This design comes from an exercise in tuning for small area on the open sky130 flow, not from production work. In this exercise RTL edits were held to simulation tests only and were not proved equivalent to the original.

## flow/run.sh

```bash
#!/bin/bash
# synth_recipe.tcl (not shown) runs the flow's synth.tcl, then flattens the netlist and writes it again
# the make line also repeats each setting of config.mk as NAME=value (left out here)
make -C /OpenROAD-flow-scripts/flow DESIGN_CONFIG=/design/flow/config.mk WORK_HOME=/design/flow/orfs CLKGATE_MAP_FILE= SYNTH_SCRIPT=/design/flow/synth_recipe.tcl finish
```

## flow/config.mk

```make
export PLATFORM = sky130hd
export DESIGN_NAME = fgtc
export DESIGN_NICKNAME = fgtc
export VERILOG_FILES = /design/flow/design.v
export SDC_FILE = /design/flow/constraint.sdc
export NUM_CORES = 4
export LEC_CHECK = 0
export CAP_MARGIN = 20
export CORE_MARGIN = 2
export CORE_UTILIZATION = 40
export SLEW_MARGIN = 20
export SYNTH_HIERARCHICAL = 1
```

## flow/constraint.sdc

```tcl
create_clock -name core_clock -period 10.0 [get_ports {clk}]
set_input_delay 2.0000 -clock core_clock [delete_from_list [all_inputs] [get_ports {clk}]]
set_output_delay 2.0000 -clock core_clock [all_outputs]
set_load 0.01 [all_outputs]
```

## flow/design.v

```verilog
module fgtc #(
    parameter [6:0]  P_DEV_ADDR      = 7'h36,
    parameter [7:0]  P_RA_RCOMP0     = 8'h38,
    parameter [7:0]  P_RA_TEMPCO     = 8'h39,
    parameter [7:0]  P_RA_FULLCAPREP = 8'h10,
    parameter [7:0]  P_RA_CYCLES     = 8'h17,
    parameter [7:0]  P_RA_FULLCAPNOM = 8'h23,
    parameter [15:0] P_SETTLE_MS     = 16'd10,
    parameter [15:0] P_POLL_MS       = 16'd1
) (
    input             clk,
    input             rst,           
    input             host_we,
    input      [5:0]  host_addr,
    input      [15:0] host_wdata,
    output     [15:0] host_rdata,
    output            irq,
    output            bus_req,
    output     [2:0]  bus_kind,
    output     [7:0]  bus_byte,
    input             bus_ack,
    input      [7:0]  bus_st,
    input      [7:0]  bus_d,
    output            nv_req,
    output            nv_we,
    output     [15:0] nv_addr,
    output     [15:0] nv_wdata,
    input             nv_ack,
    input      [15:0] nv_rdata,
    input             ms_tick
);
    localparam [15:0] NV_MAGIC = 16'hBEEF;
    localparam [2:0] K_START = 3'd0, K_ADDR = 3'd1, K_TX = 3'd2,
                     K_RXACK = 3'd3, K_RXNACK = 3'd4, K_STOP = 3'd5;
    localparam [2:0] S_IDLE = 3'd0, S_SEQ = 3'd1, S_PH = 3'd2, S_NV = 3'd3, S_WAIT = 3'd4;
    localparam [4:0] P_DEC  = 5'd0,    
                     P_FIN  = 5'd1,    
                     P_VA   = 5'd2,    
                     P_VB   = 5'd3,    
                     P_VC   = 5'd4,    
                     P_VD   = 5'd5,    
                     P_PA   = 5'd6,    
                     P_PB   = 5'd7,    
                     P_IN   = 5'd8,    
                     P_IND  = 5'd9,    
                     P_RN   = 5'd10,   
                     P_RD   = 5'd11,   
                     P_SPIN = 5'd12,   
                     P_SR   = 5'd13,   
                     P_SD   = 5'd14,   
                     P_E1   = 5'd15,   
                     P_E2   = 5'd16,   
                     P_E3   = 5'd17,   
                     P_CW   = 5'd18,   
                     P_CN   = 5'd19,   
                     P_MK   = 5'd20,   
                     P_MKD  = 5'd21,   
                     P_LA   = 5'd22,   
                     P_LB   = 5'd23,   
                     P_UA   = 5'd24,   
                     P_UB   = 5'd25;   
    reg         ctrl_ie, ctrl_as;
    reg         st_done, st_held, st_match, st_toggled, st_overrun;
    reg  [1:0]  st_lp;
    reg  [3:0]  st_err;
    reg  [15:0] cmd;
    reg  [6:0]  target;
    reg  [6:0]  devaddr;
    reg  [15:0] wdata;
    reg  [15:0] rdata;
    reg  [7:0]  busstat;
    reg  [10:0] errinfo;      
    reg  [1:0]  attempts;
    reg  [15:0] pmask;
    reg  [15:0] pollmax;
    reg  [15:0] pollcnt;
    reg  [15:0] settle;
    reg  [15:0] pollivl;
    reg  [7:0]  rxbyte;
    reg  [127:0] txbuf;
    reg  [127:0] rxbuf;
    reg  [15:0] dcap;
    reg  [39:0] ra;
    reg  [15:1] nvbase;
    reg  [79:0] cache;
    reg  [2:0]  state;
    reg  [4:0]  pc;
    reg  [2:0]  ph;
    reg  [3:0]  xi;           
    reg  [2:0]  kk;           
    reg  [3:0]  steps;
    reg         err;
    reg  [7:0]  p_lo;
    reg  [63:0] stage;        
    wire busy = (state != S_IDLE);
    wire [3:0] op  = cmd[15:12];
    wire [2:0] sub = cmd[2:0];
    wire op_start = (op == 4'h1);
    wire op_stopc = (op == 4'h5);
    wire op_xfer  = (op == 4'h6);
    wire op_wrreg = (op == 4'h8);
    wire op_wrvfy = (op == 4'h9);
    wire op_poll  = (op == 4'hA);
    wire op_lp    = (op == 4'hB);
    wire prim     = (op == 4'h1) || (op == 4'h2) || (op == 4'h3) || (op == 4'h4);
    wire lp_seed  = op_lp && (sub == 3'd2);
    wire lp_push  = op_lp && (sub == 3'd4);
    wire rst_all = rst || (host_we && !busy && (host_addr == 6'h00) && host_wdata[2]);
    wire nrst    = !rst_all;
    assign irq      = ctrl_ie & st_done;
    assign bus_req  = (state == S_PH);
    assign nv_req   = (state == S_NV);
    assign bus_kind = ph;
    wire       t_wr   = op_wrreg || (op_wrvfy && pc == P_VB) || lp_push;
    wire [3:0] t_n    = op_xfer ? cmd[3:0] : (t_wr ? 4'd3 : 4'd1);
    wire [3:0] t_m    = op_xfer ? cmd[7:4] : (t_wr ? 4'd0 : 4'd2);
    wire       t_keep = op_xfer & cmd[8];
    reg [5:0] iaddr;          
    always @(*) begin
        case (state)
            S_PH: begin
                if (prim)
                    iaddr = 6'h02;                                   
                else if (ph == K_ADDR)
                    iaddr = op_xfer ? 6'h03 : 6'h04;                 
                else if (op_xfer)
                    iaddr = {3'b010, xi[3:1]};                       
                else if (xi[1:0] == 2'd0)
                    iaddr = op_lp ? {3'b100, kk} : 6'h02;            
                else
                    iaddr = op_lp ? 6'h28 : 6'h05;                   
            end
            S_NV:    iaddr = (kk == 3'd0) ? 6'h27 : 6'h2C;           
            default: begin
                case (pc)
                    P_VB:    iaddr = 6'h0D;                          
                    P_PB:    iaddr = 6'h0E;                          
                    P_E2:    iaddr = 6'h2D;                          
                    P_DEC:   iaddr = 6'h0B;                          
                    default: iaddr = 6'h20;                          
                endcase
            end
        endcase
    end
    wire [5:0] raddr = busy ? iaddr : host_addr;
    reg [63:0] rsel;          
    always @(*) begin
        rsel = 64'd0;
        rsel[raddr] = 1'b1;
    end
    wire [15:0] rmux;
    aomux #(42) u_rm0 (.sel({rsel[0], rsel[2], rsel[3], rsel[4], rsel[5], rsel[6], rsel[7], rsel[8], rsel[9], rsel[10], rsel[11], rsel[12], rsel[13], rsel[14], rsel[15], rsel[16], rsel[17], rsel[18], rsel[19], rsel[20], rsel[21], rsel[22], rsel[23], rsel[24], rsel[25], rsel[26], rsel[27], rsel[28], rsel[29], rsel[30], rsel[31], rsel[32], rsel[33], rsel[34], rsel[35], rsel[36], rsel[37], rsel[40], rsel[41], rsel[42], rsel[43], rsel[44]}),
        .d({ctrl_ie, cmd[0], target[0], devaddr[0], wdata[0], rdata[0], busstat[0], errinfo[0], attempts[0], pmask[0], pollmax[0], pollcnt[0], settle[0], pollivl[0], rxbyte[0], txbuf[0], txbuf[16], txbuf[32], txbuf[48], txbuf[64], txbuf[80], txbuf[96], txbuf[112], rxbuf[0], rxbuf[16], rxbuf[32], rxbuf[48], rxbuf[64], rxbuf[80], rxbuf[96], rxbuf[112], dcap[0], ra[0], ra[8], ra[16], ra[24], ra[32], cache[0], cache[16], cache[32], cache[48], cache[64]}),
        .x(rsel[39]), .o(rmux[0]));
    aomux #(44) u_rm1 (.sel({rsel[0], rsel[1], rsel[2], rsel[3], rsel[4], rsel[5], rsel[6], rsel[7], rsel[8], rsel[9], rsel[10], rsel[11], rsel[12], rsel[13], rsel[14], rsel[15], rsel[16], rsel[17], rsel[18], rsel[19], rsel[20], rsel[21], rsel[22], rsel[23], rsel[24], rsel[25], rsel[26], rsel[27], rsel[28], rsel[29], rsel[30], rsel[31], rsel[32], rsel[33], rsel[34], rsel[35], rsel[36], rsel[37], rsel[38], rsel[40], rsel[41], rsel[42], rsel[43], rsel[44]}),
        .d({ctrl_as, st_done, cmd[1], target[1], devaddr[1], wdata[1], rdata[1], busstat[1], errinfo[1], attempts[1], pmask[1], pollmax[1], pollcnt[1], settle[1], pollivl[1], rxbyte[1], txbuf[1], txbuf[17], txbuf[33], txbuf[49], txbuf[65], txbuf[81], txbuf[97], txbuf[113], rxbuf[1], rxbuf[17], rxbuf[33], rxbuf[49], rxbuf[65], rxbuf[81], rxbuf[97], rxbuf[113], dcap[1], ra[1], ra[9], ra[17], ra[25], ra[33], nvbase[1], cache[1], cache[17], cache[33], cache[49], cache[65]}),
        .x(rsel[39]), .o(rmux[1]));
    aomux #(42) u_rm2 (.sel({rsel[1], rsel[2], rsel[3], rsel[4], rsel[5], rsel[6], rsel[7], rsel[8], rsel[10], rsel[11], rsel[12], rsel[13], rsel[14], rsel[15], rsel[16], rsel[17], rsel[18], rsel[19], rsel[20], rsel[21], rsel[22], rsel[23], rsel[24], rsel[25], rsel[26], rsel[27], rsel[28], rsel[29], rsel[30], rsel[31], rsel[32], rsel[33], rsel[34], rsel[35], rsel[36], rsel[37], rsel[38], rsel[40], rsel[41], rsel[42], rsel[43], rsel[44]}),
        .d({st_held, cmd[2], target[2], devaddr[2], wdata[2], rdata[2], busstat[2], errinfo[2], pmask[2], pollmax[2], pollcnt[2], settle[2], pollivl[2], rxbyte[2], txbuf[2], txbuf[18], txbuf[34], txbuf[50], txbuf[66], txbuf[82], txbuf[98], txbuf[114], rxbuf[2], rxbuf[18], rxbuf[34], rxbuf[50], rxbuf[66], rxbuf[82], rxbuf[98], rxbuf[114], dcap[2], ra[2], ra[10], ra[18], ra[26], ra[34], nvbase[2], cache[2], cache[18], cache[34], cache[50], cache[66]}),
        .x(rsel[39]), .o(rmux[2]));
    aomux #(41) u_rm3 (.sel({rsel[1], rsel[2], rsel[3], rsel[4], rsel[5], rsel[6], rsel[7], rsel[10], rsel[11], rsel[12], rsel[13], rsel[14], rsel[15], rsel[16], rsel[17], rsel[18], rsel[19], rsel[20], rsel[21], rsel[22], rsel[23], rsel[24], rsel[25], rsel[26], rsel[27], rsel[28], rsel[29], rsel[30], rsel[31], rsel[32], rsel[33], rsel[34], rsel[35], rsel[36], rsel[37], rsel[38], rsel[40], rsel[41], rsel[42], rsel[43], rsel[44]}),
        .d({st_match, cmd[3], target[3], devaddr[3], wdata[3], rdata[3], busstat[3], pmask[3], pollmax[3], pollcnt[3], settle[3], pollivl[3], rxbyte[3], txbuf[3], txbuf[19], txbuf[35], txbuf[51], txbuf[67], txbuf[83], txbuf[99], txbuf[115], rxbuf[3], rxbuf[19], rxbuf[35], rxbuf[51], rxbuf[67], rxbuf[83], rxbuf[99], rxbuf[115], dcap[3], ra[3], ra[11], ra[19], ra[27], ra[35], nvbase[3], cache[3], cache[19], cache[35], cache[51], cache[67]}),
        .x(rsel[39]), .o(rmux[3]));
    aomux #(42) u_rm4 (.sel({rsel[1], rsel[2], rsel[3], rsel[4], rsel[5], rsel[6], rsel[7], rsel[8], rsel[10], rsel[11], rsel[12], rsel[13], rsel[14], rsel[15], rsel[16], rsel[17], rsel[18], rsel[19], rsel[20], rsel[21], rsel[22], rsel[23], rsel[24], rsel[25], rsel[26], rsel[27], rsel[28], rsel[29], rsel[30], rsel[31], rsel[32], rsel[33], rsel[34], rsel[35], rsel[36], rsel[37], rsel[38], rsel[40], rsel[41], rsel[42], rsel[43], rsel[44]}),
        .d({st_toggled, cmd[4], target[4], devaddr[4], wdata[4], rdata[4], busstat[4], errinfo[3], pmask[4], pollmax[4], pollcnt[4], settle[4], pollivl[4], rxbyte[4], txbuf[4], txbuf[20], txbuf[36], txbuf[52], txbuf[68], txbuf[84], txbuf[100], txbuf[116], rxbuf[4], rxbuf[20], rxbuf[36], rxbuf[52], rxbuf[68], rxbuf[84], rxbuf[100], rxbuf[116], dcap[4], ra[4], ra[12], ra[20], ra[28], ra[36], nvbase[4], cache[4], cache[20], cache[36], cache[52], cache[68]}),
        .x(1'b0), .o(rmux[4]));
    aomux #(42) u_rm5 (.sel({rsel[1], rsel[2], rsel[3], rsel[4], rsel[5], rsel[6], rsel[7], rsel[8], rsel[10], rsel[11], rsel[12], rsel[13], rsel[14], rsel[15], rsel[16], rsel[17], rsel[18], rsel[19], rsel[20], rsel[21], rsel[22], rsel[23], rsel[24], rsel[25], rsel[26], rsel[27], rsel[28], rsel[29], rsel[30], rsel[31], rsel[32], rsel[33], rsel[34], rsel[35], rsel[36], rsel[37], rsel[38], rsel[40], rsel[41], rsel[42], rsel[43], rsel[44]}),
        .d({st_overrun, cmd[5], target[5], devaddr[5], wdata[5], rdata[5], busstat[5], errinfo[4], pmask[5], pollmax[5], pollcnt[5], settle[5], pollivl[5], rxbyte[5], txbuf[5], txbuf[21], txbuf[37], txbuf[53], txbuf[69], txbuf[85], txbuf[101], txbuf[117], rxbuf[5], rxbuf[21], rxbuf[37], rxbuf[53], rxbuf[69], rxbuf[85], rxbuf[101], rxbuf[117], dcap[5], ra[5], ra[13], ra[21], ra[29], ra[37], nvbase[5], cache[5], cache[21], cache[37], cache[53], cache[69]}),
        .x(rsel[39]), .o(rmux[5]));
    aomux #(42) u_rm6 (.sel({rsel[1], rsel[2], rsel[3], rsel[4], rsel[5], rsel[6], rsel[7], rsel[8], rsel[10], rsel[11], rsel[12], rsel[13], rsel[14], rsel[15], rsel[16], rsel[17], rsel[18], rsel[19], rsel[20], rsel[21], rsel[22], rsel[23], rsel[24], rsel[25], rsel[26], rsel[27], rsel[28], rsel[29], rsel[30], rsel[31], rsel[32], rsel[33], rsel[34], rsel[35], rsel[36], rsel[37], rsel[38], rsel[40], rsel[41], rsel[42], rsel[43], rsel[44]}),
        .d({st_lp[0], cmd[6], target[6], devaddr[6], wdata[6], rdata[6], busstat[6], errinfo[5], pmask[6], pollmax[6], pollcnt[6], settle[6], pollivl[6], rxbyte[6], txbuf[6], txbuf[22], txbuf[38], txbuf[54], txbuf[70], txbuf[86], txbuf[102], txbuf[118], rxbuf[6], rxbuf[22], rxbuf[38], rxbuf[54], rxbuf[70], rxbuf[86], rxbuf[102], rxbuf[118], dcap[6], ra[6], ra[14], ra[22], ra[30], ra[38], nvbase[6], cache[6], cache[22], cache[38], cache[54], cache[70]}),
        .x(rsel[39]), .o(rmux[6]));
    aomux #(40) u_rm7 (.sel({rsel[1], rsel[2], rsel[5], rsel[6], rsel[7], rsel[8], rsel[10], rsel[11], rsel[12], rsel[13], rsel[14], rsel[15], rsel[16], rsel[17], rsel[18], rsel[19], rsel[20], rsel[21], rsel[22], rsel[23], rsel[24], rsel[25], rsel[26], rsel[27], rsel[28], rsel[29], rsel[30], rsel[31], rsel[32], rsel[33], rsel[34], rsel[35], rsel[36], rsel[37], rsel[38], rsel[40], rsel[41], rsel[42], rsel[43], rsel[44]}),
        .d({st_lp[1], cmd[7], wdata[7], rdata[7], busstat[7], errinfo[6], pmask[7], pollmax[7], pollcnt[7], settle[7], pollivl[7], rxbyte[7], txbuf[7], txbuf[23], txbuf[39], txbuf[55], txbuf[71], txbuf[87], txbuf[103], txbuf[119], rxbuf[7], rxbuf[23], rxbuf[39], rxbuf[55], rxbuf[71], rxbuf[87], rxbuf[103], rxbuf[119], dcap[7], ra[7], ra[15], ra[23], ra[31], ra[39], nvbase[7], cache[7], cache[23], cache[39], cache[55], cache[71]}),
        .x(rsel[39]), .o(rmux[7]));
    aomux #(33) u_rm8 (.sel({rsel[1], rsel[2], rsel[5], rsel[6], rsel[8], rsel[10], rsel[11], rsel[12], rsel[13], rsel[14], rsel[16], rsel[17], rsel[18], rsel[19], rsel[20], rsel[21], rsel[22], rsel[23], rsel[24], rsel[25], rsel[26], rsel[27], rsel[28], rsel[29], rsel[30], rsel[31], rsel[32], rsel[38], rsel[40], rsel[41], rsel[42], rsel[43], rsel[44]}),
        .d({st_err[0], cmd[8], wdata[8], rdata[8], errinfo[7], pmask[8], pollmax[8], pollcnt[8], settle[8], pollivl[8], txbuf[8], txbuf[24], txbuf[40], txbuf[56], txbuf[72], txbuf[88], txbuf[104], txbuf[120], rxbuf[8], rxbuf[24], rxbuf[40], rxbuf[56], rxbuf[72], rxbuf[88], rxbuf[104], rxbuf[120], dcap[8], nvbase[8], cache[8], cache[24], cache[40], cache[56], cache[72]}),
        .x(1'b0), .o(rmux[8]));
    aomux #(33) u_rm9 (.sel({rsel[1], rsel[2], rsel[5], rsel[6], rsel[8], rsel[10], rsel[11], rsel[12], rsel[13], rsel[14], rsel[16], rsel[17], rsel[18], rsel[19], rsel[20], rsel[21], rsel[22], rsel[23], rsel[24], rsel[25], rsel[26], rsel[27], rsel[28], rsel[29], rsel[30], rsel[31], rsel[32], rsel[38], rsel[40], rsel[41], rsel[42], rsel[43], rsel[44]}),
        .d({st_err[1], cmd[9], wdata[9], rdata[9], errinfo[8], pmask[9], pollmax[9], pollcnt[9], settle[9], pollivl[9], txbuf[9], txbuf[25], txbuf[41], txbuf[57], txbuf[73], txbuf[89], txbuf[105], txbuf[121], rxbuf[9], rxbuf[25], rxbuf[41], rxbuf[57], rxbuf[73], rxbuf[89], rxbuf[105], rxbuf[121], dcap[9], nvbase[9], cache[9], cache[25], cache[41], cache[57], cache[73]}),
        .x(rsel[39]), .o(rmux[9]));
    aomux #(33) u_rm10 (.sel({rsel[1], rsel[2], rsel[5], rsel[6], rsel[8], rsel[10], rsel[11], rsel[12], rsel[13], rsel[14], rsel[16], rsel[17], rsel[18], rsel[19], rsel[20], rsel[21], rsel[22], rsel[23], rsel[24], rsel[25], rsel[26], rsel[27], rsel[28], rsel[29], rsel[30], rsel[31], rsel[32], rsel[38], rsel[40], rsel[41], rsel[42], rsel[43], rsel[44]}),
        .d({st_err[2], cmd[10], wdata[10], rdata[10], errinfo[9], pmask[10], pollmax[10], pollcnt[10], settle[10], pollivl[10], txbuf[10], txbuf[26], txbuf[42], txbuf[58], txbuf[74], txbuf[90], txbuf[106], txbuf[122], rxbuf[10], rxbuf[26], rxbuf[42], rxbuf[58], rxbuf[74], rxbuf[90], rxbuf[106], rxbuf[122], dcap[10], nvbase[10], cache[10], cache[26], cache[42], cache[58], cache[74]}),
        .x(rsel[39]), .o(rmux[10]));
    aomux #(33) u_rm11 (.sel({rsel[1], rsel[2], rsel[5], rsel[6], rsel[8], rsel[10], rsel[11], rsel[12], rsel[13], rsel[14], rsel[16], rsel[17], rsel[18], rsel[19], rsel[20], rsel[21], rsel[22], rsel[23], rsel[24], rsel[25], rsel[26], rsel[27], rsel[28], rsel[29], rsel[30], rsel[31], rsel[32], rsel[38], rsel[40], rsel[41], rsel[42], rsel[43], rsel[44]}),
        .d({st_err[3], cmd[11], wdata[11], rdata[11], errinfo[10], pmask[11], pollmax[11], pollcnt[11], settle[11], pollivl[11], txbuf[11], txbuf[27], txbuf[43], txbuf[59], txbuf[75], txbuf[91], txbuf[107], txbuf[123], rxbuf[11], rxbuf[27], rxbuf[43], rxbuf[59], rxbuf[75], rxbuf[91], rxbuf[107], rxbuf[123], dcap[11], nvbase[11], cache[11], cache[27], cache[43], cache[59], cache[75]}),
        .x(rsel[39]), .o(rmux[11]));
    aomux #(31) u_rm12 (.sel({rsel[2], rsel[5], rsel[6], rsel[10], rsel[11], rsel[12], rsel[13], rsel[14], rsel[16], rsel[17], rsel[18], rsel[19], rsel[20], rsel[21], rsel[22], rsel[23], rsel[24], rsel[25], rsel[26], rsel[27], rsel[28], rsel[29], rsel[30], rsel[31], rsel[32], rsel[38], rsel[40], rsel[41], rsel[42], rsel[43], rsel[44]}),
        .d({cmd[12], wdata[12], rdata[12], pmask[12], pollmax[12], pollcnt[12], settle[12], pollivl[12], txbuf[12], txbuf[28], txbuf[44], txbuf[60], txbuf[76], txbuf[92], txbuf[108], txbuf[124], rxbuf[12], rxbuf[28], rxbuf[44], rxbuf[60], rxbuf[76], rxbuf[92], rxbuf[108], rxbuf[124], dcap[12], nvbase[12], cache[12], cache[28], cache[44], cache[60], cache[76]}),
        .x(rsel[39]), .o(rmux[12]));
    aomux #(31) u_rm13 (.sel({rsel[2], rsel[5], rsel[6], rsel[10], rsel[11], rsel[12], rsel[13], rsel[14], rsel[16], rsel[17], rsel[18], rsel[19], rsel[20], rsel[21], rsel[22], rsel[23], rsel[24], rsel[25], rsel[26], rsel[27], rsel[28], rsel[29], rsel[30], rsel[31], rsel[32], rsel[38], rsel[40], rsel[41], rsel[42], rsel[43], rsel[44]}),
        .d({cmd[13], wdata[13], rdata[13], pmask[13], pollmax[13], pollcnt[13], settle[13], pollivl[13], txbuf[13], txbuf[29], txbuf[45], txbuf[61], txbuf[77], txbuf[93], txbuf[109], txbuf[125], rxbuf[13], rxbuf[29], rxbuf[45], rxbuf[61], rxbuf[77], rxbuf[93], rxbuf[109], rxbuf[125], dcap[13], nvbase[13], cache[13], cache[29], cache[45], cache[61], cache[77]}),
        .x(rsel[39]), .o(rmux[13]));
    aomux #(31) u_rm14 (.sel({rsel[2], rsel[5], rsel[6], rsel[10], rsel[11], rsel[12], rsel[13], rsel[14], rsel[16], rsel[17], rsel[18], rsel[19], rsel[20], rsel[21], rsel[22], rsel[23], rsel[24], rsel[25], rsel[26], rsel[27], rsel[28], rsel[29], rsel[30], rsel[31], rsel[32], rsel[38], rsel[40], rsel[41], rsel[42], rsel[43], rsel[44]}),
        .d({cmd[14], wdata[14], rdata[14], pmask[14], pollmax[14], pollcnt[14], settle[14], pollivl[14], txbuf[14], txbuf[30], txbuf[46], txbuf[62], txbuf[78], txbuf[94], txbuf[110], txbuf[126], rxbuf[14], rxbuf[30], rxbuf[46], rxbuf[62], rxbuf[78], rxbuf[94], rxbuf[110], rxbuf[126], dcap[14], nvbase[14], cache[14], cache[30], cache[46], cache[62], cache[78]}),
        .x(1'b0), .o(rmux[14]));
    aomux #(31) u_rm15 (.sel({rsel[2], rsel[5], rsel[6], rsel[10], rsel[11], rsel[12], rsel[13], rsel[14], rsel[16], rsel[17], rsel[18], rsel[19], rsel[20], rsel[21], rsel[22], rsel[23], rsel[24], rsel[25], rsel[26], rsel[27], rsel[28], rsel[29], rsel[30], rsel[31], rsel[32], rsel[38], rsel[40], rsel[41], rsel[42], rsel[43], rsel[44]}),
        .d({cmd[15], wdata[15], rdata[15], pmask[15], pollmax[15], pollcnt[15], settle[15], pollivl[15], txbuf[15], txbuf[31], txbuf[47], txbuf[63], txbuf[79], txbuf[95], txbuf[111], txbuf[127], rxbuf[15], rxbuf[31], rxbuf[47], rxbuf[63], rxbuf[79], rxbuf[95], rxbuf[111], rxbuf[127], dcap[15], nvbase[15], cache[15], cache[31], cache[47], cache[63], cache[79]}),
        .x(rsel[39]), .o(rmux[15]));
    assign host_rdata = {rmux[15:1], rmux[0] | busy};
    wire addr_dir = xi[0] | ((t_n == 4'd0) & (t_m != 4'd0));
    wire tx_hi    = op_xfer ? xi[0] : xi[1];
    assign bus_byte = (ph == K_ADDR && !prim) ? {rmux[6:0], addr_dir}
                    : (tx_hi && !prim) ? rmux[15:8] : rmux[7:0];
    assign nv_we    = (pc == P_CN) || (pc == P_MKD);
    assign nv_addr  = {nvbase + {12'd0, kk}, 1'b0};
    assign nv_wdata = rmux;
    reg ph_ok;
    always @(*) begin
        case (ph)
            K_START:  ph_ok = (bus_st == 8'h08) || (bus_st == 8'h10);
            K_ADDR:   ph_ok = (bus_st == (bus_byte[0] ? 8'h40 : 8'h18));
            K_TX:     ph_ok = (bus_st == 8'h28);
            K_RXACK:  ph_ok = (bus_st == 8'h50);
            K_RXNACK: ph_ok = (bus_st == 8'h58);
            default:  ph_ok = 1'b1;
        endcase
    end
    reg legal;
    always @(*) begin
        case (op)
            4'h0, 4'h3, 4'h4, 4'h5:                legal = (cmd[11:0] == 12'd0);
            4'h1, 4'h2, 4'h7, 4'h8, 4'h9, 4'hA:    legal = (cmd[11:8] == 4'd0);
            4'h6:                                  legal = (cmd[11:9] == 3'd0);
            4'hB:                                  legal = (cmd[11:3] == 9'd0) && (sub < 3'd6);
            default:                               legal = 1'b0;
        endcase
    end
    reg lp_ok;
    always @(*) begin
        case (sub)
            3'd0:    lp_ok = 1'b1;
            3'd2:    lp_ok = (st_lp != 2'd0);
            default: lp_ok = (st_lp == 2'd2);
        endcase
    end
    wire hw       = host_we && !busy && (host_addr != 6'h01);
    wire accept   = hw && (host_addr == 6'h02);
    wire ph_ack   = (state == S_PH) && bus_ack;
    wire ph_good  = ph_ack && ph_ok;
    wire ph_fail  = ph_ack && !ph_ok;
    wire rx_good  = ph_good && (ph == K_RXACK || ph == K_RXNACK);
    wire priv     = !prim && !op_xfer;
    wire rxn_priv = rx_good && (ph == K_RXNACK) && priv;
    wire nv_done  = (state == S_NV) && nv_ack;
    wire seq      = (state == S_SEQ) && !err;
    wire [15:0] rx_word     = {bus_d, p_lo};
    wire [15:0] pollcnt_inc = pollcnt + 16'd1;
    reg         sh_stage;    
    reg         sh_cache;    
    reg         rot;         
    reg         ld_w;        
    reg         ld_c3;       
    reg  [1:0]  in_sel;      
    always @(*) begin
        sh_stage = 1'b0;
        sh_cache = 1'b0;
        rot      = 1'b0;
        ld_w     = 1'b0;
        ld_c3    = 1'b0;
        in_sel   = 2'd2;
        case (state)
            S_PH: begin
                in_sel = 2'd0;
                if (rxn_priv && op_lp) begin
                    if (pc == P_LB)
                        ld_c3 = 1'b1;
                    else begin
                        sh_stage = 1'b1;
                        sh_cache = (kk == 3'd5);
                    end
                end
            end
            S_NV: begin
                in_sel = 2'd1;
                if (nv_ack && pc == P_RD) begin
                    sh_stage = 1'b1;
                    sh_cache = (kk == 3'd5);
                end
            end
            S_WAIT: begin
                in_sel = 2'd3;
                ld_w   = ms_tick && (stage[63:48] != 16'd0);
            end
            S_SEQ: begin
                if (err) begin
                    if (lp_push && kk != 3'd6) begin
                        sh_cache = 1'b1;
                        rot      = 1'b1;
                    end
                end else begin
                    case (pc)
                        P_SPIN: begin sh_stage = 1'b1; sh_cache = 1'b1; end
                        P_E1:   sh_stage = 1'b1;
                        P_E2:   sh_stage = 1'b1;
                        P_E3:   begin sh_stage = 1'b1; sh_cache = 1'b1; end
                        P_CN:   if (kk != 3'd5) begin sh_stage = 1'b1; sh_cache = 1'b1; end
                        P_UB:   begin sh_cache = 1'b1; rot = 1'b1; end
                        P_VB:   ld_w = 1'b1;
                        P_PB:   ld_w = 1'b1;
                        default: ;
                    endcase
                end
            end
            default: ;
        endcase
    end
    reg [15:0] st_in;
    always @(*) begin
        case (in_sel)
            2'd0:    st_in = rx_word;
            2'd1:    st_in = nv_rdata;
            2'd2:    st_in = rmux;
            default: st_in = stage[63:48] - 16'd1;
        endcase
    end
    reg  [63:0] hsel;
    always @(*) begin
        hsel = 64'd0;
        hsel[host_addr] = hw;
    end
    wire [15:0] hwd = host_wdata;
    wire [1:0]   ctrl_d;
    wire [15:0]  cmd_d, wdata_d, pmask_d, pollmax_d, settle_d, pollivl_d, dcap_d;
    wire [6:0]   target_d, devaddr_d;
    wire [127:0] txbuf_d, rxbuf_d;
    wire [39:0]  ra_d;
    wire [15:1]  nvbase_d;
    wire [7:0]   rxbyte_d, busstat_d, p_lo_d;
    wire [15:0]  rdata_d, pollcnt_d;
    wire [10:0]  errinfo_d;
    wire [63:0]  stage_d;
    wire [79:0]  cache_d;
    rg #(2)  u_ctrl    (.e(hsel[6'h00] & nrst), .h(!hsel[6'h00] & nrst), .c(1'b0),
                        .s(hwd[1:0]),  .q({ctrl_as, ctrl_ie}), .d(ctrl_d));
    rg #(16) u_cmd     (.e(accept & nrst), .h(!accept & nrst), .c(1'b0),
                        .s(hwd),       .q(cmd),     .d(cmd_d));
    rg #(7)  u_target  (.e(hsel[6'h03] & nrst), .h(!hsel[6'h03] & nrst), .c(1'b0),
                        .s(hwd[6:0]),  .q(target),  .d(target_d));
    rg #(7, P_DEV_ADDR) u_devaddr (.e(hsel[6'h04] & nrst), .h(!hsel[6'h04] & nrst), .c(rst_all),
                        .s(hwd[6:0]),  .q(devaddr), .d(devaddr_d));
    rg #(16) u_wdata   (.e(hsel[6'h05] & nrst), .h(!hsel[6'h05] & nrst), .c(1'b0),
                        .s(hwd),       .q(wdata),   .d(wdata_d));
    rg #(16) u_pmask   (.e(hsel[6'h0A] & nrst), .h(!hsel[6'h0A] & nrst), .c(1'b0),
                        .s(hwd),       .q(pmask),   .d(pmask_d));
    rg #(16, 16'hFFFF) u_pollmax (.e(hsel[6'h0B] & nrst), .h(!hsel[6'h0B] & nrst), .c(rst_all),
                        .s(hwd),       .q(pollmax), .d(pollmax_d));
    rg #(16, P_SETTLE_MS) u_settle (.e(hsel[6'h0D] & nrst), .h(!hsel[6'h0D] & nrst), .c(rst_all),
                        .s(hwd),       .q(settle),  .d(settle_d));
    rg #(16, P_POLL_MS) u_pollivl (.e(hsel[6'h0E] & nrst), .h(!hsel[6'h0E] & nrst), .c(rst_all),
                        .s(hwd),       .q(pollivl), .d(pollivl_d));
    rg #(16) u_dcap    (.e(hsel[6'h20] & nrst), .h(!hsel[6'h20] & nrst), .c(1'b0),
                        .s(hwd),       .q(dcap),    .d(dcap_d));
    rg #(15) u_nvbase  (.e(hsel[6'h26] & nrst), .h(!hsel[6'h26] & nrst), .c(1'b0),
                        .s(hwd[15:1]), .q(nvbase),  .d(nvbase_d));
    rg #(8, P_RA_RCOMP0)     u_ra0 (.e(hsel[6'h21] & nrst), .h(!hsel[6'h21] & nrst), .c(rst_all),
                        .s(hwd[7:0]), .q(ra[7:0]),   .d(ra_d[7:0]));
    rg #(8, P_RA_TEMPCO)     u_ra1 (.e(hsel[6'h22] & nrst), .h(!hsel[6'h22] & nrst), .c(rst_all),
                        .s(hwd[7:0]), .q(ra[15:8]),  .d(ra_d[15:8]));
    rg #(8, P_RA_FULLCAPREP) u_ra2 (.e(hsel[6'h23] & nrst), .h(!hsel[6'h23] & nrst), .c(rst_all),
                        .s(hwd[7:0]), .q(ra[23:16]), .d(ra_d[23:16]));
    rg #(8, P_RA_CYCLES)     u_ra3 (.e(hsel[6'h24] & nrst), .h(!hsel[6'h24] & nrst), .c(rst_all),
                        .s(hwd[7:0]), .q(ra[31:24]), .d(ra_d[31:24]));
    rg #(8, P_RA_FULLCAPNOM) u_ra4 (.e(hsel[6'h25] & nrst), .h(!hsel[6'h25] & nrst), .c(rst_all),
                        .s(hwd[7:0]), .q(ra[39:32]), .d(ra_d[39:32]));
    genvar gi;
    generate
        for (gi = 0; gi < 8; gi = gi + 1) begin : g_tx
            rg #(16) u_tx (.e(hsel[6'h10 + gi] & nrst), .h(!hsel[6'h10 + gi] & nrst), .c(1'b0),
                           .s(hwd), .q(txbuf[gi*16 +: 16]), .d(txbuf_d[gi*16 +: 16]));
        end
        for (gi = 0; gi < 16; gi = gi + 1) begin : g_rx
            wire l = rx_good && op_xfer && (xi == gi);
            rg #(8) u_rx (.e(l & nrst), .h(!l & nrst), .c(1'b0),
                          .s(bus_d), .q(rxbuf[gi*8 +: 8]), .d(rxbuf_d[gi*8 +: 8]));
        end
    endgenerate
    wire l_rxbyte = rx_good && prim;
    wire l_bstat  = ph_ack && (ph != K_STOP);
    wire l_rdata  = rxn_priv && !op_lp;
    wire l_plo    = rx_good && (ph == K_RXACK) && priv;
    wire l_einfo  = accept || ph_fail;
    wire l_pcnt   = accept || (seq && pc == P_PB);
    wire l_st3    = sh_stage || ld_w;
    wire l_c3     = sh_cache || ld_c3;
    rg #(8)  u_rxbyte  (.e(l_rxbyte & nrst), .h(!l_rxbyte & nrst), .c(1'b0),
                        .s(bus_d), .q(rxbyte), .d(rxbyte_d));
    rg #(8)  u_busstat (.e(l_bstat & nrst), .h(!l_bstat & nrst), .c(1'b0),
                        .s(bus_st), .q(busstat), .d(busstat_d));
    rg #(16) u_rdata   (.e(l_rdata & nrst), .h(!l_rdata & nrst), .c(1'b0),
                        .s(rx_word), .q(rdata), .d(rdata_d));
    rg #(8)  u_plo     (.e(l_plo & nrst), .h(!l_plo & nrst), .c(1'b0),
                        .s(bus_d), .q(p_lo), .d(p_lo_d));
    rg #(11) u_einfo   (.e(l_einfo & !accept & nrst), .h(!l_einfo & nrst), .c(1'b0),
                        .s({xi, steps, ph + 3'd1}), .q(errinfo), .d(errinfo_d));
    rg #(16) u_pcnt    (.e(l_pcnt & !accept & nrst), .h(!l_pcnt & nrst), .c(1'b0),
                        .s(pollcnt_inc), .q(pollcnt), .d(pollcnt_d));
    rg #(48) u_stage   (.e(sh_stage & nrst), .h(!sh_stage & nrst), .c(1'b0),
                        .s(stage[63:16]), .q(stage[47:0]), .d(stage_d[47:0]));
    rg #(16) u_stage3  (.e(l_st3 & nrst), .h(!l_st3 & nrst), .c(1'b0),
                        .s(st_in), .q(stage[63:48]), .d(stage_d[63:48]));
    rg #(48) u_cache   (.e(sh_cache & nrst), .h(!sh_cache & nrst), .c(1'b0),
                        .s(cache[63:16]), .q(cache[47:0]), .d(cache_d[47:0]));
    rg2 #(16) u_cache3 (.e1(sh_cache & nrst), .s1(cache[79:64]),
                        .e2(ld_c3 & !sh_cache & nrst), .s2(rx_word),
                        .h(!l_c3 & nrst), .q(cache[63:48]), .d(cache_d[63:48]));
    rg2 #(16) u_cache4 (.e1(sh_cache & !rot & nrst), .s1(stage[15:0]),
                        .e2(sh_cache & rot & nrst), .s2(cache[15:0]),
                        .h(!sh_cache & nrst), .q(cache[79:64]), .d(cache_d[79:64]));
    always @(posedge clk) begin
        {ctrl_as, ctrl_ie} <= ctrl_d;
        cmd     <= cmd_d;
        target  <= target_d;
        devaddr <= devaddr_d;
        wdata   <= wdata_d;
        pmask   <= pmask_d;
        pollmax <= pollmax_d;
        settle  <= settle_d;
        pollivl <= pollivl_d;
        dcap    <= dcap_d;
        nvbase  <= nvbase_d;
        ra      <= ra_d;
        txbuf   <= txbuf_d;
        rxbuf   <= rxbuf_d;
        rxbyte  <= rxbyte_d;
        busstat <= busstat_d;
        rdata   <= rdata_d;
        p_lo    <= p_lo_d;
        errinfo <= errinfo_d;
        pollcnt <= pollcnt_d;
        stage   <= stage_d;
        cache   <= cache_d;
    end
    always @(posedge clk) begin
        if (rst_all) begin
            st_done    <= 1'b0;
            st_held    <= 1'b0;
            st_match   <= 1'b0;
            st_toggled <= 1'b0;
            st_overrun <= 1'b0;
            st_lp      <= 2'd0;
            st_err     <= 4'd0;
            attempts   <= 2'd0;
            state      <= S_IDLE;
            pc         <= P_DEC;
            ph         <= K_START;
            xi         <= 4'd0;
            kk         <= 3'd0;
            steps      <= 4'd0;
            err        <= 1'b0;
        end else begin
            if (host_we) begin
                if (host_addr == 6'h01) begin
                    if (host_wdata[1]) st_done    <= 1'b0;
                    if (host_wdata[5]) st_overrun <= 1'b0;
                end else if (busy) begin
                    st_overrun <= 1'b1;
                end else if (host_addr == 6'h02) begin
                    st_done    <= 1'b0;
                    st_match   <= 1'b0;
                    st_toggled <= 1'b0;
                    st_err     <= 4'd0;
                    attempts   <= 2'd0;
                    steps      <= 4'd0;
                    err        <= 1'b0;
                    pc         <= P_DEC;
                    state      <= S_SEQ;
                end
            end
            case (state)
            S_IDLE: ;
            S_SEQ: begin
                if (err) begin
                    if (lp_push && kk != 3'd6) begin
                        kk <= kk + 3'd1;                   
                    end else if (st_held && (ctrl_as || op_wrvfy)) begin
                        ph    <= K_STOP;                   
                        state <= S_PH;
                    end else if (op_wrvfy && attempts != 2'd3) begin
                        err <= 1'b0;
                        pc  <= P_VA;
                    end else begin
                        err     <= 1'b0;
                        st_done <= 1'b1;
                        state   <= S_IDLE;
                    end
                end else begin
                    case (pc)
                    P_DEC: begin
                        xi <= 4'd0;
                        kk <= (sub == 3'd5) ? 3'd4 : 3'd1;
                        if (!legal) begin
                            st_err <= 4'd4;
                            pc     <= P_FIN;
                        end else if (op_poll && rmux == 16'd0) begin
                            st_err <= 4'd6;                    
                            pc     <= P_FIN;
                        end else if ((prim && !op_start && !st_held) || (op_lp && !lp_ok)) begin
                            st_err <= 4'd5;
                            pc     <= P_FIN;
                        end else begin
                            case (op)
                            4'h0: pc <= P_FIN;
                            4'h1: begin ph <= K_START;  state <= S_PH; pc <= P_FIN; end
                            4'h2: begin ph <= K_TX;     state <= S_PH; pc <= P_FIN; end
                            4'h3: begin ph <= K_RXACK;  state <= S_PH; pc <= P_FIN; end
                            4'h4: begin ph <= K_RXNACK; state <= S_PH; pc <= P_FIN; end
                            4'h5: begin ph <= K_STOP;   state <= S_PH; pc <= P_FIN; end
                            4'h6, 4'h7, 4'h8: begin
                                ph <= K_START; state <= S_PH; pc <= P_FIN;
                            end
                            4'h9: pc <= P_VA;
                            4'hA: pc <= P_PA;
                            default: begin
                                case (sub)
                                3'd0:    begin pc <= P_IN; kk <= 3'd0; end
                                3'd1:    pc <= P_RN;
                                3'd2:    pc <= P_SR;
                                3'd3:    pc <= P_SR;
                                3'd4:    pc <= P_UA;
                                default: pc <= P_LA;
                                endcase
                            end
                            endcase
                        end
                    end
                    P_FIN, P_IND, P_MKD: begin
                        st_done <= 1'b1;
                        state   <= S_IDLE;
                    end
                    P_VA: begin
                        attempts <= attempts + 2'd1;
                        xi <= 4'd0; ph <= K_START; state <= S_PH; pc <= P_VB;
                    end
                    P_VB: begin
                        state <= S_WAIT;        
                        pc    <= P_VC;
                    end
                    P_VC: begin
                        xi <= 4'd0; ph <= K_START; state <= S_PH; pc <= P_VD;
                    end
                    P_VD: begin
                        if (rdata == wdata) begin
                            st_match <= 1'b1;
                            st_err   <= 4'd0;
                            st_done  <= 1'b1;
                            state    <= S_IDLE;
                        end else begin
                            st_err <= 4'd2;
                            if (attempts == 2'd3) begin
                                st_done <= 1'b1;
                                state   <= S_IDLE;
                            end else
                                pc <= P_VA;
                        end
                    end
                    P_PA: begin
                        xi <= 4'd0; ph <= K_START; state <= S_PH; pc <= P_PB;
                    end
                    P_PB: begin
                        if ((rdata & pmask) == 16'd0) begin
                            st_done <= 1'b1;
                            state   <= S_IDLE;
                        end else if (pollcnt_inc == pollmax) begin
                            st_err  <= 4'd3;
                            st_done <= 1'b1;
                            state   <= S_IDLE;
                        end else begin
                            state <= S_WAIT;
                            pc    <= P_PA;
                        end
                    end
                    P_IN: begin
                        state <= S_NV; pc <= P_IND;
                    end
                    P_RN: begin
                        state <= S_NV; pc <= P_RD;
                    end
                    P_RD: begin
                        kk <= kk + 3'd1;
                        pc <= (kk == 3'd5) ? P_SPIN : P_RN;
                    end
                    P_SPIN: begin
                        kk <= kk + 3'd1;
                        if (kk == 3'd1) pc <= P_FIN;
                    end
                    P_SR: begin
                        xi <= 4'd0; ph <= K_START; state <= S_PH; pc <= P_SD;
                    end
                    P_SD: begin
                        if (lp_seed && kk == 3'd2) begin
                            pc <= P_E1;
                        end else if (kk == 3'd5) begin
                            kk <= 3'd1;
                            pc <= P_CW;
                        end else begin
                            kk <= kk + 3'd1;
                            pc <= P_SR;
                        end
                    end
                    P_E1: pc <= P_E2;
                    P_E2: pc <= P_E3;
                    P_E3: begin
                        kk <= 3'd1;
                        pc <= P_CW;
                    end
                    P_CW: begin
                        state <= S_NV; pc <= P_CN;
                    end
                    P_CN: begin
                        if (kk == 3'd5) begin
                            kk <= 3'd0;
                            pc <= lp_seed ? P_MK : P_FIN;
                        end else begin
                            kk <= kk + 3'd1;
                            pc <= P_CW;
                        end
                    end
                    P_MK: begin
                        st_lp <= 2'd2;
                        state <= S_NV; pc <= P_MKD;
                    end
                    P_LA: begin
                        xi <= 4'd0; ph <= K_START; state <= S_PH; pc <= P_LB;
                    end
                    P_LB: begin
                        if (st_toggled) begin
                            kk <= 3'd1;
                            pc <= P_SR;
                        end else begin
                            st_done <= 1'b1;
                            state   <= S_IDLE;
                        end
                    end
                    P_UA: begin
                        xi <= 4'd0; ph <= K_START; state <= S_PH; pc <= P_UB;
                    end
                    P_UB: begin
                        kk <= kk + 3'd1;
                        if (kk == 3'd5) begin
                            st_done <= 1'b1;
                            state   <= S_IDLE;
                        end else
                            pc <= P_UA;
                    end
                    default: pc <= P_FIN;
                    endcase
                end
            end
            S_WAIT: begin
                if (stage[63:48] == 16'd0)
                    state <= S_SEQ;
            end
            S_NV: begin
                if (nv_ack) begin
                    if (pc == P_IND)
                        st_lp <= (nv_rdata == NV_MAGIC) ? 2'd2 : 2'd1;
                    state <= S_SEQ;
                end
            end
            S_PH: begin
                if (bus_ack) begin
                    if (!ph_ok) begin
                        st_err <= 4'd1;
                        err    <= 1'b1;
                        state  <= S_SEQ;
                    end else begin
                        case (ph)
                        K_START: begin
                            st_held <= 1'b1;
                            ph <= K_ADDR;
                        end
                        K_ADDR: begin
                            if (prim)
                                state <= S_SEQ;
                            else if (t_n != 4'd0 && !xi[0])
                                ph <= K_TX;
                            else begin
                                xi <= 4'd0;
                                if (t_m > 4'd1)
                                    ph <= K_RXACK;
                                else if (t_m == 4'd1)
                                    ph <= K_RXNACK;
                                else if (t_keep) begin
                                    steps <= steps + 4'd1;
                                    state <= S_SEQ;
                                end else
                                    ph <= K_STOP;
                            end
                        end
                        K_TX: begin
                            if (prim)
                                state <= S_SEQ;
                            else if (xi != t_n - 4'd1)
                                xi <= xi + 4'd1;
                            else if (t_m != 4'd0) begin
                                xi <= 4'd1;
                                ph <= K_START;
                            end else if (t_keep) begin
                                steps <= steps + 4'd1;
                                state <= S_SEQ;
                            end else
                                ph <= K_STOP;
                        end
                        K_RXACK, K_RXNACK: begin
                            if (op_lp && pc == P_LB && ph == K_RXNACK)
                                st_toggled <= p_lo[6] ^ cache[54];
                            if (prim)
                                state <= S_SEQ;
                            else if (ph == K_RXACK) begin
                                xi <= xi + 4'd1;
                                if (xi == t_m - 4'd2)
                                    ph <= K_RXNACK;
                            end else if (t_keep) begin
                                steps <= steps + 4'd1;
                                state <= S_SEQ;
                            end else
                                ph <= K_STOP;
                        end
                        default: begin
                            st_held <= 1'b0;
                            if (!(op_stopc || err))
                                steps <= steps + 4'd1;
                            state <= S_SEQ;
                        end
                        endcase
                    end
                end
            end
            default: state <= S_IDLE;
            endcase
        end
    end
endmodule
module rg #(
    parameter integer W = 16,
    parameter [W-1:0] RV = {W{1'b0}}
) (
    input          e,
    input          h,
    input          c,
    input  [W-1:0] s,
    input  [W-1:0] q,
    output [W-1:0] d
);
    assign d = ({W{e}} & s) | ({W{h}} & q) | ({W{c}} & RV);
endmodule
module rg2 #(
    parameter integer W = 16
) (
    input          e1,
    input  [W-1:0] s1,
    input          e2,
    input  [W-1:0] s2,
    input          h,
    input  [W-1:0] q,
    output [W-1:0] d
);
    assign d = ({W{e1}} & s1) | ({W{e2}} & s2) | ({W{h}} & q);
endmodule
module aomux #(
    parameter integer N = 8
) (
    input  [N-1:0] sel,
    input  [N-1:0] d,
    input          x,
    output         o
);
    assign o = |(sel & d) | x;
endmodule
```

==> impl_metrics.ini <==
[die]
die_x_um = 293
die_y_um = 293
core_area_um2 = 82400
die-area_um2 = 85800
io_pins = 123
start_util_pct = 40.5
rows = 105

[min_path]
hold_start = dcap[6]
min_path_type = reg2reg
hold_end = dcap[6]
holdPathStages = 1

[timing]
hold_violations = 0
finalCritPeriodShare_pct = 98.4
drv_slew = 0
finalSetupViolCount = 0
slew_headroom_pct = 18.1
rsz0062_at_grt = no
finalClockSkew_ns = 0.0263
worst_pin_slew_ns = 1.23
whs_ns = 0.469
fmax_ghz = 0.102
setup-tns-final_ns = 0
fin_crit_ns = 9.84

[global_routing]
grt_pass1_wl_um = 226000
grt_overflow = 0
grt_pass1_vias = 28600
antenna_found_initial = 4
grt_max_degree = 72
grt_usage_pct = 36.6

[power]
seq_power_share_pct = 45.2
sw_frac_of_total_pct = 24.9
clock_power_share_pct = 48.7
vdd_ir_drop_max_v = 0.000116
p_total_mw = 6.14
p_int_mw = 4.61
p_switching_mw = 1.53
leakage_nw = 14.3
p_comb_share_pct = 6.1
power.density_nw_per_um2 = 163

[run]
maxCapViolCount = 0

[synthesis]
syn-cell-area_um2 = 33400
syn_inst = 3362
synth_enable_flop_cells = 0
synth_warnings = 7
synthFlopType = dfxtp_1
synthesis.area_per_instance_um2 = 9.93
yosysSeqAreaShare_pct = 41.1
ys_ff_latch = 686
ys_async_sr_fraction_pct = 0
ys_types = 119

[clock_tree]
h-tree-depth = 3
cts_setup_buffers = 0
tritoncts = built
clock_latency_ns = 0.65
root_buffer = clkbuf_16
cts_buffer_depth = 3
cts.repair.resized = 0
cts_buffers = 77
clk_pin_slew_ns = 0.06
clock-sinks = 686
holdBufCountCts = 0

[place]
dp_hpwl_um = 120000
placed_area_um2 = 35100
globalplace.congestion = 1.09
port_buffers = 121

[routing]
drc = 0
wl_per_cell_um = 35.6
drt_first_pass_iters = 9
routed-via-count = 31900
wl_um = 163000
drt_iter0_markers = 5473
vias_per_cell = 6.98
postRouteAntennaNets = 0

[setup_path]
r2r_end = rxbuf[121]
cp_data_required_time_ns = 8.00
critical_path_cell_count = 20
slowest_stage = dfxtp_1
path_class = reg2out
cp_data_arrival_time_ns = 7.84
r2r-start = cmd[14]
crit_chain = nand4bb_1, o31ai_1, a21oi_1, nor2_1, o21ai_0, inv_1, ha_1, nand3_1, or3_1, nand2_1, nor2_1, buf_4, a22oi_1, nand4_1, nor4_1, nand3_1, buf_4, mux2i_1, a21oi_1, clkdlybuf4s50_1
path_max_fanout = 19
critPathTopFamily = simple AND/OR/NAND/NOR gates
crit_path_max_incr_delay_ns = 0.97
end_kind = primary output
r2r_cells = 23
cp-start-kind = flip-flop
reg2reg_slack_ns = 1.09
cp.buffers_inverters = 4

[final_layout]
syn2layout_area_growth_pct = 13.1
final_area_um2 = 37800
drive_above_1_share_pct = 15.4
fillerInstances = 7833
nets = 3539
antenna_cells = 0

[outcome]
status = no timing/DRC/antenna violations
[how the worst max path moves through the flow]
| stage | from | endpoint | slack, ns |
|---|---|---|---|
| floorplan | host_addr[2] | bus_byte[0] | 2.49 |
| global placement | host_addr[0] | bus_byte[4] | 0.74 |
| detailed placement | host_addr[0] | bus_byte[4] | 0.76 |
| CTS | cmd[14] | bus_byte[4] | 0.57 |
| global route | cmd[14] | bus_byte[4] | 0.10 |
| finish | cmd[14] | bus_byte[4] | 0.16 |
[per-layer routing]
metal	track usage, %	wire length (µm)	vias up
met2	51.3	65800	2359
li1	-	-	13400
met4	16.4	8500	6
met5	0	39	-
met3	9.70	20800	382
met1	52.1	67800	15800
[sequential cells by signal, indices dropped and copies added, names as in the netlist, 40 cells and up]
name and flops:
rxbuf 128, txbuf 128, cache 80, stage 64, ra 40
[layout by cell type (no fill, tap or decap), types with 32 or more instances in the layout]
cell type,n
nand4_1,61
o21ai_0,59
a21oi_1,170
nand3_1,77
a221o_1,33
mux2i_1,38
nor3_1,59
a22o_1,518
clkdlybuf4s50_1,116
xnor2_1,57
nor2_1,163
a22o_2,119
and3_1,32
clkbuf_16,79
inv_1,78
buf_4,157
a22oi_1,169
dfxtp_1,686
a222oi_1,40
nand2_1,132
nor2b_1,34
a31oi_1,34
[through the flow]
step                util (%)  worst slack (ns)  cells
floorplan                  -              2.49   3365
global placement        42.6             0.737   4438
detailed placement      42.6             0.761   4439
CTS                     45.8             0.569   4573
global route            45.9             0.103   4574
finish                  45.9             0.158   4574
[cells by family (layout without fill, tap and decap cells)]
| family | Yosys count | after routing | synth area share (%) |
|---|---|---|---|
| adders and majority gates | 30 | 30 | 1.15 |
| AOI/OAI and AO/OA | 1405 | 1405 | 34.6 |
| xor gates and xnor gates | 85 | 85 | 2.40 |
| other | 1 | 4 | 0.0112 |
| muxes | 42 | 42 | 1.29 |
| and+or+nand+nor | 757 | 757 | 12.0 |
| DFF | 686 | 686 | 41.1 |
| buffers and inverters | 356 | 495 | 7.44 |
[final cells by class]
type	count	area, µm²	share of cell area [%]
inverter	81	307	0.811
clock buffer	106	2250	5.95
timing repair buffer	280	2410	6.39
clock inverter	28	365	0.967
multi-input combinational	2323	17400	46.0
sequential	686	13700	36.4
tap	1070	1340	3.54
[power by group through the flow]
stage / Combinational [mW] / Clock (mW) / Sequential [mW]
finish: 0.377 / 2.99 / 2.77
global route: 0.384 / 3.10 / 2.77
CTS: 0.363 / 2.99 / 2.77
detailed placement: 0.362 / 0 / 2.83
global placement: 0.363 / 0 / 2.83
floorplan: 0.181 / 0 / 2.82
[cells in the mapped netlist, drive strengths merged (15+ instances only)]
cell type / count / share of area (%)
ha: 29 / 1.1
or4: 21 / 0.49
and2: 28 / 0.52
a221oi: 55 / 2.0
nand4: 65 / 1.3
xor2: 24 / 0.63
nor3: 74 / 1.2
nor2: 174 / 2.0
nor4: 22 / 0.48
a211oi: 26 / 0.70
a222oi: 40 / 1.2
inv: 79 / 0.89
and3: 32 / 0.60
nand2b: 29 / 0.54
mux2i: 39 / 1.2
xnor2: 57 / 1.5
or3: 19 / 0.36
a31oi: 36 / 0.74
a22oi: 183 / 4.3
clkbuf: 72 / 0.82
nor2b: 34 / 0.64
buf: 203 / 5.7
nand2: 133 / 1.5
o21ai: 63 / 0.96
dfxtp: 686 / 41
a21oi: 176 / 2.7
a22o: 637 / 17
o22ai: 29 / 0.54
a221o: 38 / 1.2
nand3: 79 / 1.2
o31ai: 15 / 0.39

what the ideal ports hide:
The flow's constraints put no driver on any port. The routed layout listed below was extracted and timed again, unchanged, in two steps. Step 1: set_driving_cell puts a clkbuf_16 on clk and a buf_2 on each other input, an assumption about the parent block. Step 2 adds t to the input delays and takes it off the output delays; t is the mean of the earliest and latest rising clock arrival at the registers after step 1. Input paths then give back, and output paths get back, about the clock's delay inside the block. a / b / c = ideal ports / drivers / drivers and shift; a / b = the first two.
t, ns: 0.702
setup WS [ns]: 0.158 / 0.094 / 0.394
hold WS [ns]: 0.469 / 0.469 / 0.469
latest minus earliest clock arrival (ns): 0.028 / 0.029
After both steps this run still meets setup and hold. The setup slack of this run moves by -0.064 ns with the drivers and by +0.236 ns with both steps.
